Context: an optimization exercise on an open-source flow, tuned for a short achievable clock period and few clock cycles. The choices shown serve that exercise and are no tape-out recipe.
Function was checked by simulation only, so behaviour that the tests miss may differ from the original.
Power is estimated from default activity; no workload was simulated.

==> try-garnet <==
Design packed_12bit_deserializer, start of the top module:
module packed_12bit_deserializer (
    input  wire        clk,
    input  wire        rst,
    input  wire        start,
    input  wire        in_valid,
    input  wire [8:0]  in_data,
    output wire        in_ready,
    output wire        busy,
    output wire        done,
    output wire        err,
    output wire        ok,
    input  wire [3:0]  reg_addr,
    output reg  [31:0] reg_rdata,
    output reg         wr_en,
    output reg  [31:0] wr_addr,
    output reg  [15:0] wr_row,
    output reg  [15:0] wr_col,
    output reg  [15:0] wr_data
);
export LEC_CHECK = 0
export ABC_CLOCK_PERIOD_IN_PS = 500
export CAP_MARGIN = 20
export CORE_MARGIN = 2
export CORE_UTILIZATION = 40
export SETUP_SLACK_MARGIN = 4.0
export SLEW_MARGIN = 20
export SYNTH_HIERARCHICAL = 1
create_clock -name core_clock -period 8.0 [get_ports {clk}]
run.sh (not shown) runs the stock make flow with config.mk's settings and CLKGATE_MAP_FILE= SYNTH_SCRIPT=/design/flow/synth_recipe.tcl, a recipe that flattens the netlist after the stock synthesis.
==> try-xenon (differences from try-garnet) <==
--- a/flow/design.v
+++ b/flow/design.v
@@ -218,70 +218,20 @@
                 end else if (in_pay) begin
                     ok_r  <= 1'b1;
                 end
             end
         end
     end
-    wire [31:0] rd_r0 = {23'd0, hdrv, 1'b0, errc, 1'b0, st};
-    wire [31:0] rd_r1 = {magic3, magic2, magic1, magic0};
-    wire [31:0] rd_r2 = {24'd0, pixfmt};
-    wire [31:0] rd_r3 = {16'd0, width};
-    wire [31:0] rd_r4 = {16'd0, height};
-    wire [31:0] rd_r5 = expect_r;
-    wire [31:0] rd_r6 = scnt;
-    wire [31:0] rd_r7 = {24'd0, hcnt};
-    wire [31:0] rd_w;
-    function [7:0] rd_use(input integer b);
-        begin
-            rd_use = 8'd0;
-            if (b == 0 || b == 1 || b == 2 || b == 4 || b == 5 || b == 6 || b == 8)
-                rd_use[0] = 1'b1;
-            rd_use[1] = 1'b1;
-            if (b < 8)  rd_use[2] = 1'b1;
-            if (b < 16) rd_use[3] = 1'b1;
-            if (b < 16) rd_use[4] = 1'b1;
-            rd_use[5] = 1'b1;
-            rd_use[6] = 1'b1;
-            if (b < 8)  rd_use[7] = 1'b1;
-        end
-    endfunction
-    genvar g, i;
-    generate
-        for (g = 0; g < 32 / 4; g = g + 1) begin : rd
-            wire [3:0] d;
-            p12_rd_dec #(.J(2'd0)) u_d0 (.a(reg_addr), .d(d[0]));
-            p12_rd_dec #(.J(2'd1)) u_d1 (.a(reg_addr), .d(d[1]));
-            p12_rd_dec #(.J(2'd2)) u_d2 (.a(reg_addr), .d(d[2]));
-            p12_rd_dec #(.J(2'd3)) u_d3 (.a(reg_addr), .d(d[3]));
-            for (i = g * 4; i < g * 4 + 4; i = i + 1) begin : b
-                p12_rd_bit #(.USE(rd_use(i))) u_b (
-                    .d  (d),
-                    .a2 (reg_addr[2]),
-                    .r  ({rd_r7[i], rd_r6[i], rd_r5[i], rd_r4[i],
-                          rd_r3[i], rd_r2[i], rd_r1[i], rd_r0[i]}),
-                    .q  (rd_w[i])
-                );
-            end
-        end
-    endgenerate
-    always @(*) reg_rdata = rd_w;
+    always @(*) begin
+        case (reg_addr)
+            4'd0:    reg_rdata = {23'd0, hdrv, 1'b0, errc, 1'b0, st};
+            4'd1:    reg_rdata = {magic3, magic2, magic1, magic0};
+            4'd2:    reg_rdata = {24'd0, pixfmt};
+            4'd3:    reg_rdata = {16'd0, width};
+            4'd4:    reg_rdata = {16'd0, height};
+            4'd5:    reg_rdata = expect_r;
+            4'd6:    reg_rdata = scnt;
+            4'd7:    reg_rdata = {24'd0, hcnt};
+            default: reg_rdata = 32'd0;
+        endcase
+    end
 endmodule
-module p12_rd_dec #(
-    parameter [1:0] J = 2'd0
-) (
-    input  wire [3:0] a,
-    output wire       d
-);
-    assign d = !a[3] && (a[1:0] == J);
-endmodule
-module p12_rd_bit #(
-    parameter [7:0] USE = 8'hFF
-) (
-    input  wire [3:0] d,
-    input  wire       a2,
-    input  wire [7:0] r,
-    output wire       q
-);
-    wire [7:0] ru = r & USE;
-    wire [3:0] g  = a2 ? ru[7:4] : ru[3:0];
-    assign q = |(d & g);
-endmodule
- ABC_CLOCK_PERIOD_IN_PS: 500 -> 3500
- SYNTH_HIERARCHICAL: 1 -> not set
==> run notes <==
Met2 routed WL: try-xenon 27,600 µm; try-garnet 28,700 µm
Largest stage delay on the critical path: try-xenon 0.42 ns; try-garnet 0.31 ns
Multi-input combinational cell count: try-xenon 1,699; try-garnet 1,729
Met3 usage in global routing: try-xenon 3.85%; try-garnet 3.39%
Setup WS post-layout: try-xenon 3.33 ns; try-garnet 3.60 ns
Number of standard cells in the layout, taps in and fillers out: try-xenon 3,131; try-garnet 3,148
Max-slew headroom: try-xenon 31.6%; try-garnet 30.5%
Effective utilization at floorplan: try-xenon 40.3%; try-garnet 40.2%
HP Start: try-xenon mul_b[8]; try-garnet mul_b[15]
Top power consumer group: try-xenon sequential cells; try-garnet clock
Detailed-route via count: try-xenon 17,251; try-garnet 16,947
Floorplan Core Area: try-xenon 48,700 µm²; try-garnet 49,900 µm²
Yosys warnings: try-xenon 1; try-garnet 7
Placed wire-length estimate: try-xenon 39,900 µm; try-garnet 39,800 µm
Post-route cell area: try-xenon 23,800 µm²; try-garnet 24,500 µm²
Cell Pwr Density: try-xenon 187 nW/µm²; try-garnet 189 nW/µm²
Run status: try-xenon complete, no violations; try-garnet complete, no violations
Fraction of layout instances using a drive strength above 1: try-xenon 10.5%; try-garnet 12.8%
Testbench counts of try-garnet, summed over its fixed seeds: cycles 123,173.
Testbench counts of try-xenon, summed over its fixed seeds: cycles 123,173.

re-timing with driven ports:
The flow's constraints put no driver on any port. The routed layouts listed below were extracted and timed again, unchanged, in two steps. Step 1 (the two cells are an assumption about what drives the block):
set clk [get_ports {clk}]
set_driving_cell -lib_cell sky130_fd_sc_hd__clkbuf_16 $clk
set_driving_cell -lib_cell sky130_fd_sc_hd__buf_2 [delete_from_list [all_inputs] $clk]
Step 2 also shifts input and output timing later by t, the mid clock arrival at the registers, as if the neighbouring blocks saw the same clock. a / b / c = ideal ports / drivers / drivers and shift; a / b = the first two.
run	t (ns)	slack for setup (ns)	hold WS [ns]	cell pins on the clock port's net
try-garnet	0.641	3.599 / 3.440 / 3.440	0.439 / 0.439 / 0.439	1
try-xenon	0.638	3.326 / 3.210 / 3.210	0.429 / 0.429 / 0.429	1
After both steps every run listed still meets setup and hold. For try-garnet, which loses most, drivers alone change the setup slack by -0.159 ns; drivers and shift together by -0.159 ns.
